This is an optimization exercise on Yosys and OpenROAD, whose aim is small area, a short achievable clock period and few clock cycles, not a production implementation. Only simulation tests tie the RTL to the original design; equivalence was not proved. Power figures rest on the tool's default switching activity, not on a simulated workload.

==> inputs of run a <==
Design wcb_frame_rx, start of the top module:
module wcb_frame_rx (
  input  wire        clk,
  input  wire        rst_n,
  input  wire        in_valid,
  output wire        in_ready,
  input  wire [31:0] in_data,
  input  wire [2:0]  in_count,
  input  wire        in_last,
  input  wire        timeout,
  output reg         res_valid,
  input  wire        res_ready,
  output reg  [1:0]  res_status,
  output reg  [7:0]  res_head,
  output reg  [7:0]  res_ver,
  output reg  [7:0]  res_addr,
  output reg  [7:0]  res_func,
  output reg  [15:0] res_start,
  output reg  [15:0] res_dlen,
  output reg  [15:0] res_crc,
  output wire [15:0] res_calc
);
Settings: LEC_CHECK=0, CAP_MARGIN=20, CORE_MARGIN=2, CORE_UTILIZATION=60, PLACE_DENSITY=0.75, SLEW_MARGIN=20; clock period 15.0 ns.
standard.sh (not shown) runs the stock make flow with config.mk's settings and CLKGATE_MAP_FILE= SYNTH_SCRIPT=/design/flow/synth_recipe.tcl, a recipe that flattens the netlist after the stock synthesis.
==> flow/flow/run.sh <==
#!/bin/bash
# Own layout flow: the standard layout (standard.sh: the standard synthesis and the
# standard ORFS steps, unchanged) with these differences in how the layout is optimised:
#  - the port buffers that buffer_ports inserts are sky130_fd_sc_hd__buf_1 instead of the
#    delay buffer it picks by default (every port still gets its buffer);
#  - clock tree synthesis runs with ORFS's default arguments plus -dont_use_dummy_load, a
#    clkbuf_16 root buffer and clkbuf_8 buffers below it (a balanced tree, as by default).
# The whole make output goes to flow_standard.log here; ORFS keeps per-step logs in orfs/logs.
set -euo pipefail
export BUFFER_PORTS_ARGS="-buffer_cell sky130_fd_sc_hd__buf_1"
export CTS_ARGS="-sink_clustering_enable -repair_clock_nets -dont_use_dummy_load -root_buf sky130_fd_sc_hd__clkbuf_16 -buf_list sky130_fd_sc_hd__clkbuf_8"
bash standard.sh SETUP_SLACK_MARGIN=10.9 finish > flow_standard.log 2>&1
==> inputs of run b, as changes to run a <==
--- a/flow/design.v
+++ b/flow/design.v
@@ -62,10 +62,50 @@
       crc_x2[13] = ^(x & 16'hC002);
       crc_x2[14] = ^(x & 16'h7FFE);
       crc_x2[15] = ^(x & 16'hFFFD);
     end
   endfunction
+  function automatic [15:0] crc_x3(input [15:0] x, input [7:0] y);
+    begin
+      crc_x3[0] = ^(x & 16'hFBFF) ^ ^(y & 8'hFF);
+      crc_x3[1] = ^(x & 16'h0C00) ^ ^(y & 8'h00);
+      crc_x3[2] = ^(x & 16'h1800) ^ ^(y & 8'h00);
+      crc_x3[3] = ^(x & 16'h3000) ^ ^(y & 8'h00);
+      crc_x3[4] = ^(x & 16'h6001) ^ ^(y & 8'h00);
+      crc_x3[5] = ^(x & 16'hC002) ^ ^(y & 8'h00);
+      crc_x3[6] = ^(x & 16'h8005) ^ ^(y & 8'h01);
+      crc_x3[7] = ^(x & 16'h000A) ^ ^(y & 8'h03);
+      crc_x3[8] = ^(x & 16'h0014) ^ ^(y & 8'h06);
+      crc_x3[9] = ^(x & 16'h0028) ^ ^(y & 8'h0C);
+      crc_x3[10] = ^(x & 16'h0050) ^ ^(y & 8'h18);
+      crc_x3[11] = ^(x & 16'h00A0) ^ ^(y & 8'h30);
+      crc_x3[12] = ^(x & 16'h0140) ^ ^(y & 8'h60);
+      crc_x3[13] = ^(x & 16'h0280) ^ ^(y & 8'hC0);
+      crc_x3[14] = ^(x & 16'hFEFF) ^ ^(y & 8'h7F);
+      crc_x3[15] = ^(x & 16'hFDFF) ^ ^(y & 8'hFF);
+    end
+  endfunction
+  function automatic [15:0] crc_x4(input [15:0] x, input [15:0] y);
+    begin
+      crc_x4[0] = ^(x & 16'hFFE7) ^ ^(y & 16'hFFFB);
+      crc_x4[1] = ^(x & 16'h0028) ^ ^(y & 16'h000C);
+      crc_x4[2] = ^(x & 16'h0050) ^ ^(y & 16'h0018);
+      crc_x4[3] = ^(x & 16'h00A0) ^ ^(y & 16'h0030);
+      crc_x4[4] = ^(x & 16'h0140) ^ ^(y & 16'h0060);
+      crc_x4[5] = ^(x & 16'h0280) ^ ^(y & 16'h00C0);
+      crc_x4[6] = ^(x & 16'h0500) ^ ^(y & 16'h0180);
+      crc_x4[7] = ^(x & 16'h0A00) ^ ^(y & 16'h0300);
+      crc_x4[8] = ^(x & 16'h1400) ^ ^(y & 16'h0600);
+      crc_x4[9] = ^(x & 16'h2800) ^ ^(y & 16'h0C00);
+      crc_x4[10] = ^(x & 16'h5001) ^ ^(y & 16'h1800);
+      crc_x4[11] = ^(x & 16'hA003) ^ ^(y & 16'h3000);
+      crc_x4[12] = ^(x & 16'h4007) ^ ^(y & 16'h6001);
+      crc_x4[13] = ^(x & 16'h800F) ^ ^(y & 16'hC002);
+      crc_x4[14] = ^(x & 16'hFFF9) ^ ^(y & 16'h7FFE);
+      crc_x4[15] = ^(x & 16'hFFF3) ^ ^(y & 16'hFFFD);
+    end
+  endfunction
   reg        s_v;
   reg [31:0] s_d;
   reg [2:0]  s_n;
   reg        s_l;
   reg        tq;         
@@ -89,15 +129,14 @@
   assign v[1] = (s_n >= 3'd2);
   assign v[2] = (s_n >= 3'd3);
   assign v[3] = (s_n >= 3'd4);
   assign v[4] = (s_n >= 3'd5);
   wire [2:0] nv = v[3] ? 3'd4 : v[2] ? 3'd3 : v[1] ? 3'd2 : {2'b00, v[0]};
-  wire [3:0]  hq  = {hp[1:0] == 2'd3, hp[1:0] == 2'd2, hp[1:0] == 2'd1, hp[1:0] == 2'd0};
-  wire [31:0] rot = ({32{hq[0]}} & s_d) |
-                    ({32{hq[1]}} & {s_d[23:0], s_d[31:24]}) |
-                    ({32{hq[2]}} & {s_d[15:0], s_d[31:16]}) |
-                    ({32{hq[3]}} & {s_d[7:0],  s_d[31:8]});
+  wire [31:0] rot = (hp[1:0] == 2'd0) ? s_d :
+                    (hp[1:0] == 2'd1) ? {s_d[23:0], s_d[31:24]} :
+                    (hp[1:0] == 2'd2) ? {s_d[15:0], s_d[31:16]} :
+                                        {s_d[7:0],  s_d[31:8]};
   wire [7:0] hpo;         
   genvar gj;
   generate
     for (gj = 0; gj < 8; gj = gj + 1) begin : g_hpo
       assign hpo[gj] = (hp == gj);
@@ -141,15 +180,13 @@
   wire        start  = hdr && hpo[0];
   wire [15:0] crc_in = start ? 16'hFFFF : crc;
   wire [15:0] x  = crc_in ^ s_d[15:0];
   wire [15:0] c1 = crc_x1({crc_in[15:8], x[7:0]});
   wire [15:0] c2 = crc_x2(x);
-  wire [15:0] c3 = crc_x1({c2[15:8], c2[7:0] ^ b2});
-  wire [15:0] c4 = crc_x2(c2 ^ s_d[31:16]);
-  wire [4:0]  csel = {inc[3], inc[2] & ~inc[3], inc[1] & ~inc[2], inc[0] & ~inc[1], ~inc[0]};
-  wire [15:0] crc_nx = ({16{csel[4]}} & c4) | ({16{csel[3]}} & c3) | ({16{csel[2]}} & c2) |
-                       ({16{csel[1]}} & c1) | ({16{csel[0]}} & crc_in);
+  wire [15:0] c3 = crc_x3(x, b2);
+  wire [15:0] c4 = crc_x4(x, s_d[31:16]);
+  wire [15:0] crc_nx = inc[3] ? c4 : inc[2] ? c3 : inc[1] ? c2 : inc[0] ? c1 : crc_in;
   wire [7:0] fhi = |chi ? (({8{chi[0]}} & b0) | ({8{chi[1]}} & b1) |
                            ({8{chi[2]}} & b2) | ({8{chi[3]}} & b3)) : res_crc[15:8];
   wire [7:0] flo = |clo ? (({8{clo[0]}} & b0) | ({8{clo[1]}} & b1) |
                            ({8{clo[2]}} & b2) | ({8{clo[3]}} & b3)) : res_crc[7:0];
   wire [15:0] calc_end = inc[0] ? c1 : crc;
==> flow/flow/run.sh (replaced) <==
#!/bin/bash
set -euo pipefail
export BUFFER_PORTS_ARGS="-buffer_cell sky130_fd_sc_hd__buf_1"
bash standard.sh SETUP_SLACK_MARGIN=10.9 finish > flow_standard.log 2>&1
CORE_UTILIZATION = 40   (was 60)
PLACE_DENSITY = 0.6   (was 0.75)
==> qor summary <==
                                                                  run b                    run a
Run status                                      complete, no violations  complete, no violations
Pin slew with the least headroom to its limit                   1.01 ns                 0.881 ns
Core area                                                     26200 µm²                16600 µm²
Min cycle time layout                                           4.12 ns                  4.11 ns
Global routing usage on met3                                      6.93%                    10.2%
Number of clock-tree buffers in the layout                           18                       17
Worst setup slack after placement                               9.74 ns                  9.96 ns
P_int                                                        0.000884 W               0.000895 W
Critical Path Sink                                          res_calc[3]               res_crc[2]
Nets in the synthesized netlist                                    1152                     1012
Relative slew slack                                               32.2%                    41.2%
Clock net power                                              0.000424 W               0.000239 W
Synthesis-to-finish area growth                                   18.5%                    13.9%
Final instance area                                           12700 µm²                11600 µm²
Largest fanout on the critical path                                   2                        5
Post-synthesis compound-gate area fraction                        16.1%                    14.5%
Routed metal-1 wirelength                                       17.0 mm                  12.7 mm
Synth Area in XOR/XNOR                                            16.6%                    14.7%
Placement-stage cell area                                     11500 µm²                10800 µm²
Fraction of power consumed by sequential logic                    36.7%                    37.0%
Multi-In Gates                                                      833                      712
Die Span Y                                                       168 µm                   135 µm
Cell area after synthesis                                     10700 µm²                10200 µm²
Sequential Area                                                4330 µm²                 4330 µm²
Total power of the final layout                               0.00136 W                0.00140 W
Testbench counts of run a, summed over its fixed seeds: cycles 8,018.
Testbench counts of run b, summed over its fixed seeds: cycles 8,018.

* * *

==> inputs of 05-18 <==
Another version of the RTL of wcb_frame_rx (not shown whole).
==> flow/config.mk <==
export PLATFORM = sky130hd
export DESIGN_NAME = wcb_frame_rx
export DESIGN_NICKNAME = wcb_frame_rx
export VERILOG_FILES = /design/flow/design.v
export SDC_FILE = /design/flow/constraint.sdc
export NUM_CORES = 4
export LEC_CHECK = 0
export CAP_MARGIN = 20
export CORE_MARGIN = 2
export CORE_UTILIZATION = 60
export PLACE_DENSITY = 0.75
export SLEW_MARGIN = 20
==> flow/constraint.sdc <==
create_clock -name core_clock -period 15.0 [get_ports {clk}]
set_input_delay 3.0000 -clock core_clock [delete_from_list [all_inputs] [get_ports {clk}]]
set_output_delay 3.0000 -clock core_clock [all_outputs]
set_load 0.01 [all_outputs]
==> flow/flow/run.sh <==
#!/bin/bash
# Own layout flow: the standard layout (standard.sh: the standard synthesis and the
# standard ORFS steps, unchanged) with these differences in how the layout is optimised:
#  - the port buffers that buffer_ports inserts are sky130_fd_sc_hd__buf_1 instead of the
#    delay buffer it picks by default (every port still gets its buffer);
#  - clock tree synthesis runs with ORFS's default arguments plus -dont_use_dummy_load.
# The whole make output goes to flow_standard.log here; ORFS keeps per-step logs in orfs/logs.
set -euo pipefail
export BUFFER_PORTS_ARGS="-buffer_cell sky130_fd_sc_hd__buf_1"
export CTS_ARGS="-sink_clustering_enable -repair_clock_nets -dont_use_dummy_load"
bash standard.sh SETUP_SLACK_MARGIN=10.9 finish > flow_standard.log 2>&1
==> 08-06 (differences from 05-18) <==
--- a/flow/design.v
+++ b/flow/design.v
@@ -87,18 +87,19 @@
   wire [4:0] v;           
   assign v[0] = (s_n != 3'd0);
   assign v[1] = (s_n >= 3'd2);
   assign v[2] = (s_n >= 3'd3);
   assign v[3] = (s_n >= 3'd4);
   assign v[4] = (s_n >= 3'd5);
   wire [2:0] nv = v[3] ? 3'd4 : v[2] ? 3'd3 : v[1] ? 3'd2 : {2'b00, v[0]};
-  wire [31:0] rot = (hp[1:0] == 2'd0) ? s_d :
-                    (hp[1:0] == 2'd1) ? {s_d[23:0], s_d[31:24]} :
-                    (hp[1:0] == 2'd2) ? {s_d[15:0], s_d[31:16]} :
-                                        {s_d[7:0],  s_d[31:8]};
+  wire [3:0]  hq  = {hp[1:0] == 2'd3, hp[1:0] == 2'd2, hp[1:0] == 2'd1, hp[1:0] == 2'd0};
+  wire [31:0] rot = ({32{hq[0]}} & s_d) |
+                    ({32{hq[1]}} & {s_d[23:0], s_d[31:24]}) |
+                    ({32{hq[2]}} & {s_d[15:0], s_d[31:16]}) |
+                    ({32{hq[3]}} & {s_d[7:0],  s_d[31:8]});
   wire [7:0] hpo;         
   genvar gj;
   generate
     for (gj = 0; gj < 8; gj = gj + 1) begin : g_hpo
       assign hpo[gj] = (hp == gj);
     end
   endgenerate
@@ -107,57 +108,73 @@
   assign hw[1] = hdr && ((hpo[1] && v[0]) || (hpo[0] && v[1]));
   assign hw[2] = hdr && ((hpo[2] && v[0]) || (hpo[1] && v[1]) || (hpo[0] && v[2]));
   assign hw[3] = hdr && ((hpo[3] && v[0]) || (hpo[2] && v[1]) || (hpo[1] && v[2]) || (hpo[0] && v[3]));
   assign hw[4] = hdr && ((hpo[4] && v[0]) || (hpo[3] && v[1]) || (hpo[2] && v[2]) || (hpo[1] && v[3]));
   assign hw[5] = hdr && ((hpo[5] && v[0]) || (hpo[4] && v[1]) || (hpo[3] && v[2]) || (hpo[2] && v[3]));
   assign hw[6] = hdr && ((hpo[6] && v[0]) || (hpo[5] && v[1]) || (hpo[4] && v[2]) || (hpo[3] && v[3]));
   assign hw[7] = hdr && ((hpo[7] && v[0]) || (hpo[6] && v[1]) || (hpo[5] && v[2]) || (hpo[4] && v[3]));
+  wire [7:0] fw;
+  assign fw[0] = hdr && hpo[0];
+  assign fw[1] = hdr && (hpo[1] || hpo[0]);
+  assign fw[2] = hdr && (hpo[2] || hpo[1] || hpo[0]);
+  assign fw[3] = hdr && (hpo[3] || hpo[2] || hpo[1] || hpo[0]);
+  assign fw[4] = hdr && (hpo[4] || hpo[3] || hpo[2] || hpo[1]);
+  assign fw[5] = hdr && (hpo[5] || hpo[4] || hpo[3] || hpo[2]);
+  assign fw[6] = hdr && (hpo[6] || hpo[5] || hpo[4] || hpo[3]);
+  assign fw[7] = hdr && (hpo[7] || hpo[6] || hpo[5] || hpo[4]);
   wire [15:0] len = {hpo[7] ? res_dlen[15:8] : rot[23:16], rot[31:24]};
-  wire       hz7  = (res_dlen[15:8] == 8'd0);
-  wire       lsm5 = (b1 == 8'd0) && (b2[7:1] == 7'd0);                  
-  wire       lsm6 = (b0 == 8'd0) && (b1[7:2] == 6'd0) && (b1[1:0] != 2'd3);  
-  wire       lsm7 = hz7 && (b0[7:2] == 6'd0);                            
-  wire       lsm_h = (hpo[5] && lsm5) || (hpo[6] && lsm6) || (hpo[7] && lsm7);
-  wire [2:0] lv_h  = ({3{hpo[5]}} & {2'b11, b2[0]}) |
-                     ({3{hpo[6]}} & (3'd5 + {1'b0, b1[1:0]})) |
-                     ({3{hpo[7]}} & {1'b1, b0[1:0]});
-  wire       lsm   = hdr ? lsm_h : !rbig;
-  wire [2:0] lv    = hdr ? lv_h : rl + 3'd3;
+  wire [2:0] lvb = rl + 3'd3;
   wire [7:0] lvo;
   generate
     for (gj = 0; gj < 8; gj = gj + 1) begin : g_lvo
-      assign lvo[gj] = lsm && (lv == gj);
+      assign lvo[gj] = !rbig && (lvb == gj);
     end
   endgenerate
-  wire [3:0] fin = v[3:0] & lvo[4:1];
-  wire [3:0] clo = v[3:0] & lvo[5:2];
-  wire [3:0] chi = v[3:0] & lvo[6:3];
-  wire [3:0] inc = v[3:0] & {!lsm || (lvo[7]),
-                             !lsm || (lvo[7] | lvo[6]),
-                             !lsm || (lvo[7] | lvo[6] | lvo[5]),
-                             !lsm || (lvo[7] | lvo[6] | lvo[5] | lvo[4])};
+  wire [3:0] fin_b = v[3:0] & lvo[4:1];
+  wire [3:0] clo_b = lvo[5:2];
+  wire [3:0] chi_b = lvo[6:3];
+  wire [3:0] inc_b = v[3:0] & {rbig || (lvo[7]),
+                               rbig || (lvo[7] | lvo[6]),
+                               rbig || (lvo[7] | lvo[6] | lvo[5]),
+                               rbig || (lvo[7] | lvo[6] | lvo[5] | lvo[4])};
+  wire       hz7 = (res_dlen[15:8] == 8'd0);
+  wire       e05 = hpo[5] && (b1 == 8'd0) && (b2 == 8'd0);
+  wire       e06 = hpo[6] && (b0 == 8'd0) && (b1 == 8'd0);
+  wire       e16 = hpo[6] && (b0 == 8'd0) && (b1 == 8'd1);
+  wire       e07 = hpo[7] && hz7 && (b0 == 8'd0);
+  wire       e17 = hpo[7] && hz7 && (b0 == 8'd1);
+  wire       e27 = hpo[7] && hz7 && (b0 == 8'd2);
+  wire [3:0] fin_h = v[3:0] & {e07, 3'b000};
+  wire [3:0] clo_h = {e06 | e17, e07, 2'b00};
+  wire [3:0] chi_h = {e05 | e16 | e27, e06 | e17, e07, 1'b0};
+  wire [3:0] inc_h = v[3:0] & ~(fin_h | clo_h | chi_h);
+  wire [3:0] fin = hdr ? fin_h : fin_b;
+  wire [3:0] clo = hdr ? clo_h : clo_b;
+  wire [3:0] chi = hdr ? chi_h : chi_b;
+  wire [3:0] inc = hdr ? inc_h : inc_b;
   wire done = |fin;
   wire overrun = !s_l || |(fin & v[4:1]);
   wire        start  = hdr && hpo[0];
   wire [15:0] crc_in = start ? 16'hFFFF : crc;
   wire [15:0] x  = crc_in ^ s_d[15:0];
   wire [15:0] c1 = crc_x1({crc_in[15:8], x[7:0]});
   wire [15:0] c2 = crc_x2(x);
   wire [15:0] c3 = crc_x1({c2[15:8], c2[7:0] ^ b2});
   wire [15:0] c4 = crc_x2(c2 ^ s_d[31:16]);
-  wire [15:0] crc_nx = inc[3] ? c4 : inc[2] ? c3 : inc[1] ? c2 : inc[0] ? c1 : crc_in;
+  wire [4:0]  csel = {inc[3], inc[2] & ~inc[3], inc[1] & ~inc[2], inc[0] & ~inc[1], ~inc[0]};
+  wire [15:0] crc_nx = ({16{csel[4]}} & c4) | ({16{csel[3]}} & c3) | ({16{csel[2]}} & c2) |
+                       ({16{csel[1]}} & c1) | ({16{csel[0]}} & crc_in);
   wire [7:0] fhi = |chi ? (({8{chi[0]}} & b0) | ({8{chi[1]}} & b1) |
                            ({8{chi[2]}} & b2) | ({8{chi[3]}} & b3)) : res_crc[15:8];
   wire [7:0] flo = |clo ? (({8{clo[0]}} & b0) | ({8{clo[1]}} & b1) |
                            ({8{clo[2]}} & b2) | ({8{clo[3]}} & b3)) : res_crc[7:0];
   wire [15:0] calc_end = inc[0] ? c1 : crc;
-  wire [7:0]  tail_b = (({8{fin[0]}} & b0) | ({8{fin[1]}} & b1) |
-                        ({8{fin[2]}} & b2) | ({8{fin[3]}} & b3));
+  wire [3:0]  tail_ok = {b3 == TAIL, b2 == TAIL, b1 == TAIL, b0 == TAIL};
   wire [1:0] status = overrun ? ST_OVERRUN :
-                      (tail_b != TAIL) ? ST_TRAILER :
+                      |(fin & ~tail_ok) ? ST_TRAILER :
                       (calc_end != {fhi, flo}) ? ST_CHECKSUM : ST_OK;
   wire [2:0]  hpn  = hp + nv;                  
   wire [2:0]  cnt  = hdr ? hpn : nv;
   wire [16:0] r_val = hdr ? {1'b0, len} : {res_crc[13:0], rl};
   wire [16:0] r_nx  = r_val - {14'd0, cnt};
   wire        rbig_nx = (hdr || rbig) && !r_val[16] &&
                         ((r_val[15:4] != 12'd0) || ({1'b0, r_val[3:0]} >= 5'd5 + {2'b00, cnt}));
@@ -204,23 +221,23 @@
       rbig <= rbig_nx;
     end
     if (col && (start || inc[0]))
       crc <= crc_nx;
     if (col && done)
       res_status <= status;
     if (col) begin
-      if (hw[0]) res_head        <= rot[7:0];
-      if (hw[1]) res_ver         <= rot[15:8];
-      if (hw[2]) res_addr        <= rot[23:16];
-      if (hw[3]) res_func        <= rot[31:24];
-      if (hw[4]) res_start[15:8] <= rot[7:0];
-      if (hw[5]) res_start[7:0]  <= rot[15:8];
-      if (hw[6]) res_dlen[15:8]  <= rot[23:16];
-      if (hw[7]) res_dlen[7:0]   <= rot[31:24];
-      if (!lsm && !done && (!hdr || b7)) begin
+      if (fw[0]) res_head        <= rot[7:0];
+      if (fw[1]) res_ver         <= rot[15:8];
+      if (fw[2]) res_addr        <= rot[23:16];
+      if (fw[3]) res_func        <= rot[31:24];
+      if (fw[4]) res_start[15:8] <= rot[7:0];
+      if (fw[5]) res_start[7:0]  <= rot[15:8];
+      if (fw[6]) res_dlen[15:8]  <= rot[23:16];
+      if (fw[7]) res_dlen[7:0]   <= rot[31:24];
+      if (hdr ? (b7 && !(|chi_h) && !(|clo_h) && !e07) : rbig) begin
         res_crc[13:0] <= r_nx[16:3];
       end else begin
         if (|chi) res_crc[15:8] <= fhi;
         if (|clo) res_crc[7:0]  <= flo;
       end
     end
     if (rdy) begin
==> flow/flow/run.sh (replaced) <==
#!/bin/bash
# Own layout flow: the standard layout (standard.sh: the standard synthesis and the
# standard ORFS steps, unchanged) with these differences in how the layout is optimised:
#  - the port buffers that buffer_ports inserts are sky130_fd_sc_hd__buf_1 instead of the
#    delay buffer it picks by default (every port still gets its buffer);
#  - clock tree synthesis runs with ORFS's default arguments plus -dont_use_dummy_load, a
#    clkbuf_16 root buffer and clkbuf_8 buffers below it (a balanced tree, as by default).
# The whole make output goes to flow_standard.log here; ORFS keeps per-step logs in orfs/logs.
set -euo pipefail
export BUFFER_PORTS_ARGS="-buffer_cell sky130_fd_sc_hd__buf_1"
export CTS_ARGS="-sink_clustering_enable -repair_clock_nets -dont_use_dummy_load -root_buf sky130_fd_sc_hd__clkbuf_16 -buf_list sky130_fd_sc_hd__clkbuf_8"
bash standard.sh SETUP_SLACK_MARGIN=10.9 finish > flow_standard.log 2>&1
==> 04-10 (differences from 05-18) <==
--- a/flow/design.v
+++ b/flow/design.v
@@ -87,18 +87,19 @@
   wire [4:0] v;           
   assign v[0] = (s_n != 3'd0);
   assign v[1] = (s_n >= 3'd2);
   assign v[2] = (s_n >= 3'd3);
   assign v[3] = (s_n >= 3'd4);
   assign v[4] = (s_n >= 3'd5);
   wire [2:0] nv = v[3] ? 3'd4 : v[2] ? 3'd3 : v[1] ? 3'd2 : {2'b00, v[0]};
-  wire [31:0] rot = (hp[1:0] == 2'd0) ? s_d :
-                    (hp[1:0] == 2'd1) ? {s_d[23:0], s_d[31:24]} :
-                    (hp[1:0] == 2'd2) ? {s_d[15:0], s_d[31:16]} :
-                                        {s_d[7:0],  s_d[31:8]};
+  wire [3:0]  hq  = {hp[1:0] == 2'd3, hp[1:0] == 2'd2, hp[1:0] == 2'd1, hp[1:0] == 2'd0};
+  wire [31:0] rot = ({32{hq[0]}} & s_d) |
+                    ({32{hq[1]}} & {s_d[23:0], s_d[31:24]}) |
+                    ({32{hq[2]}} & {s_d[15:0], s_d[31:16]}) |
+                    ({32{hq[3]}} & {s_d[7:0],  s_d[31:8]});
   wire [7:0] hpo;         
   genvar gj;
   generate
     for (gj = 0; gj < 8; gj = gj + 1) begin : g_hpo
       assign hpo[gj] = (hp == gj);
     end
   endgenerate
@@ -108,47 +109,55 @@
   assign hw[2] = hdr && ((hpo[2] && v[0]) || (hpo[1] && v[1]) || (hpo[0] && v[2]));
   assign hw[3] = hdr && ((hpo[3] && v[0]) || (hpo[2] && v[1]) || (hpo[1] && v[2]) || (hpo[0] && v[3]));
   assign hw[4] = hdr && ((hpo[4] && v[0]) || (hpo[3] && v[1]) || (hpo[2] && v[2]) || (hpo[1] && v[3]));
   assign hw[5] = hdr && ((hpo[5] && v[0]) || (hpo[4] && v[1]) || (hpo[3] && v[2]) || (hpo[2] && v[3]));
   assign hw[6] = hdr && ((hpo[6] && v[0]) || (hpo[5] && v[1]) || (hpo[4] && v[2]) || (hpo[3] && v[3]));
   assign hw[7] = hdr && ((hpo[7] && v[0]) || (hpo[6] && v[1]) || (hpo[5] && v[2]) || (hpo[4] && v[3]));
   wire [15:0] len = {hpo[7] ? res_dlen[15:8] : rot[23:16], rot[31:24]};
-  wire       hz7  = (res_dlen[15:8] == 8'd0);
-  wire       lsm5 = (b1 == 8'd0) && (b2[7:1] == 7'd0);                  
-  wire       lsm6 = (b0 == 8'd0) && (b1[7:2] == 6'd0) && (b1[1:0] != 2'd3);  
-  wire       lsm7 = hz7 && (b0[7:2] == 6'd0);                            
-  wire       lsm_h = (hpo[5] && lsm5) || (hpo[6] && lsm6) || (hpo[7] && lsm7);
-  wire [2:0] lv_h  = ({3{hpo[5]}} & {2'b11, b2[0]}) |
-                     ({3{hpo[6]}} & (3'd5 + {1'b0, b1[1:0]})) |
-                     ({3{hpo[7]}} & {1'b1, b0[1:0]});
-  wire       lsm   = hdr ? lsm_h : !rbig;
-  wire [2:0] lv    = hdr ? lv_h : rl + 3'd3;
+  wire [2:0] lvb = rl + 3'd3;
   wire [7:0] lvo;
   generate
     for (gj = 0; gj < 8; gj = gj + 1) begin : g_lvo
-      assign lvo[gj] = lsm && (lv == gj);
+      assign lvo[gj] = !rbig && (lvb == gj);
     end
   endgenerate
-  wire [3:0] fin = v[3:0] & lvo[4:1];
-  wire [3:0] clo = v[3:0] & lvo[5:2];
-  wire [3:0] chi = v[3:0] & lvo[6:3];
-  wire [3:0] inc = v[3:0] & {!lsm || (lvo[7]),
-                             !lsm || (lvo[7] | lvo[6]),
-                             !lsm || (lvo[7] | lvo[6] | lvo[5]),
-                             !lsm || (lvo[7] | lvo[6] | lvo[5] | lvo[4])};
+  wire [3:0] fin_b = v[3:0] & lvo[4:1];
+  wire [3:0] clo_b = v[3:0] & lvo[5:2];
+  wire [3:0] chi_b = v[3:0] & lvo[6:3];
+  wire [3:0] inc_b = v[3:0] & {rbig || (lvo[7]),
+                               rbig || (lvo[7] | lvo[6]),
+                               rbig || (lvo[7] | lvo[6] | lvo[5]),
+                               rbig || (lvo[7] | lvo[6] | lvo[5] | lvo[4])};
+  wire       hz7 = (res_dlen[15:8] == 8'd0);
+  wire       e05 = hpo[5] && (b1 == 8'd0) && (b2 == 8'd0);
+  wire       e06 = hpo[6] && (b0 == 8'd0) && (b1 == 8'd0);
+  wire       e16 = hpo[6] && (b0 == 8'd0) && (b1 == 8'd1);
+  wire       e07 = hpo[7] && hz7 && (b0 == 8'd0);
+  wire       e17 = hpo[7] && hz7 && (b0 == 8'd1);
+  wire       e27 = hpo[7] && hz7 && (b0 == 8'd2);
+  wire [3:0] fin_h = v[3:0] & {e07, 3'b000};
+  wire [3:0] clo_h = v[3:0] & {e06 | e17, e07, 2'b00};
+  wire [3:0] chi_h = v[3:0] & {e05 | e16 | e27, e06 | e17, e07, 1'b0};
+  wire [3:0] inc_h = v[3:0] & ~(fin_h | clo_h | chi_h);
+  wire [3:0] fin = hdr ? fin_h : fin_b;
+  wire [3:0] clo = hdr ? clo_h : clo_b;
+  wire [3:0] chi = hdr ? chi_h : chi_b;
+  wire [3:0] inc = hdr ? inc_h : inc_b;
   wire done = |fin;
   wire overrun = !s_l || |(fin & v[4:1]);
   wire        start  = hdr && hpo[0];
   wire [15:0] crc_in = start ? 16'hFFFF : crc;
   wire [15:0] x  = crc_in ^ s_d[15:0];
   wire [15:0] c1 = crc_x1({crc_in[15:8], x[7:0]});
   wire [15:0] c2 = crc_x2(x);
   wire [15:0] c3 = crc_x1({c2[15:8], c2[7:0] ^ b2});
   wire [15:0] c4 = crc_x2(c2 ^ s_d[31:16]);
-  wire [15:0] crc_nx = inc[3] ? c4 : inc[2] ? c3 : inc[1] ? c2 : inc[0] ? c1 : crc_in;
+  wire [4:0]  csel = {inc[3], inc[2] & ~inc[3], inc[1] & ~inc[2], inc[0] & ~inc[1], ~inc[0]};
+  wire [15:0] crc_nx = ({16{csel[4]}} & c4) | ({16{csel[3]}} & c3) | ({16{csel[2]}} & c2) |
+                       ({16{csel[1]}} & c1) | ({16{csel[0]}} & crc_in);
   wire [7:0] fhi = |chi ? (({8{chi[0]}} & b0) | ({8{chi[1]}} & b1) |
                            ({8{chi[2]}} & b2) | ({8{chi[3]}} & b3)) : res_crc[15:8];
   wire [7:0] flo = |clo ? (({8{clo[0]}} & b0) | ({8{clo[1]}} & b1) |
                            ({8{clo[2]}} & b2) | ({8{clo[3]}} & b3)) : res_crc[7:0];
   wire [15:0] calc_end = inc[0] ? c1 : crc;
   wire [7:0]  tail_b = (({8{fin[0]}} & b0) | ({8{fin[1]}} & b1) |
                         ({8{fin[2]}} & b2) | ({8{fin[3]}} & b3));
@@ -212,15 +221,15 @@
       if (hw[1]) res_ver         <= rot[15:8];
       if (hw[2]) res_addr        <= rot[23:16];
       if (hw[3]) res_func        <= rot[31:24];
       if (hw[4]) res_start[15:8] <= rot[7:0];
       if (hw[5]) res_start[7:0]  <= rot[15:8];
       if (hw[6]) res_dlen[15:8]  <= rot[23:16];
       if (hw[7]) res_dlen[7:0]   <= rot[31:24];
-      if (!lsm && !done && (!hdr || b7)) begin
+      if (hdr ? (b7 && !(|chi_h) && !(|clo_h) && !e07) : rbig) begin
         res_crc[13:0] <= r_nx[16:3];
       end else begin
         if (|chi) res_crc[15:8] <= fhi;
         if (|clo) res_crc[7:0]  <= flo;
       end
     end
     if (rdy) begin
==> flow/flow/run.sh (replaced) <==
#!/bin/bash
# Own layout flow: the standard layout (standard.sh: the standard synthesis and the
# standard ORFS steps, unchanged) with these differences in how the layout is optimised:
#  - the port buffers that buffer_ports inserts are sky130_fd_sc_hd__buf_1 instead of the
#    delay buffer it picks by default (every port still gets its buffer);
#  - clock tree synthesis runs with ORFS's default arguments plus -dont_use_dummy_load, a
#    clkbuf_16 root buffer and clkbuf_8 buffers below it (a balanced tree, as by default).
# The whole make output goes to flow_standard.log here; ORFS keeps per-step logs in orfs/logs.
set -euo pipefail
export BUFFER_PORTS_ARGS="-buffer_cell sky130_fd_sc_hd__buf_1"
export CTS_ARGS="-sink_clustering_enable -repair_clock_nets -dont_use_dummy_load -root_buf sky130_fd_sc_hd__clkbuf_16 -buf_list sky130_fd_sc_hd__clkbuf_8"
bash standard.sh SETUP_SLACK_MARGIN=10.9 finish > flow_standard.log 2>&1
==> run notes <==
|  | 04-10 | 05-18 | 08-06 |
|---|---|---|---|
| Worst hold slack | 0.528 ns | 0.485 ns | 0.502 ns |
| Sum of net half-perimeters after detailed placement | 24.4 mm | 23.0 mm | 22.9 mm |
| Finished Core Util | 66.7% | 72.0% | 68.3% |
| Register clock-pin slew on the reported worst setup and hold paths | 0.06 ns | 0.06 ns | 0.07 ns |
| Highest signal layer in the routed design | met5 | met4 | met4 |
| Vias in the first global route | 8,236 | 8,194 | 7,761 |
| Clock-cell share of area | 2.15% | 3.47% | 2.16% |
| Post-cts gate resize count | 3 | 21 | 5 |
| LEAKAGE | 3.81 nW | 4.29 nW | 4.01 nW |
| Post-CTS Setup Bufs | 11 | 21 | 9 |
| Pre-CTS WS | 10.64 ns | 10.00 ns | 10.76 ns |
| Vias/cell | 6.81 | 6.68 | 6.67 |
| Max Freq | 0.245 GHz | 0.245 GHz | 0.246 GHz |
| Run status | finished clean | finished clean | finished clean |
| Met2 Usage GRT | 53.6% | 55.0% | 52.3% |
| Fraction of final layout cells sized beyond drive strength 1 | 13.1% | 19.3% | 12.2% |
| Non-clock buffering overhead in the final layout | 6.94% | 10.4% | 7.42% |
| Detailed route wirelength on metal3 | 4.96 mm | 4.46 mm | 4.19 mm |
| Share of total power in the clock network | 18.1% | 22.9% | 17.4% |
Testbench counts of 05-18, summed over its fixed seeds: cycles 8,018.
Testbench counts of 08-06, summed over its fixed seeds: cycles 8,018.
Testbench counts of 04-10, summed over its fixed seeds: cycles 8,018.

-- separate check: timing with driven ports --
Ports are ideal in the flow. The routed layouts listed here were re-timed in OpenROAD.
Step 1, drivers: a clkbuf_16 drives clk and a buf_2 each remaining input, both assumed.
Step 2 adds t to the input delays and takes it off the output delays; t is the mean of the earliest and latest rising clock arrival at the registers after step 1. Input paths then give back, and output paths get back, about the clock's delay inside the block.
Slacks: no drivers / after step 1 / after step 2; pairs: no drivers / after step 1.
run	t (ns)	setup slack, ns	clock arrival spread, ns	worst slew at a driven data input, ns
run a	0.420	10.892 / 10.849 / 10.935	0.022 / 0.022	0.04
run b	0.491	10.884 / 10.834 / 10.939	0.015 / 0.015	0.04
05-18	0.464	10.919 / 10.872 / 10.930	0.014 / 0.014	0.04
08-06	0.420	10.931 / 10.886 / 11.019	0.021 / 0.021	0.04
04-10	0.420	10.926 / 10.881 / 11.014	0.039 / 0.039	0.04
After both steps every run listed still meets setup and hold.
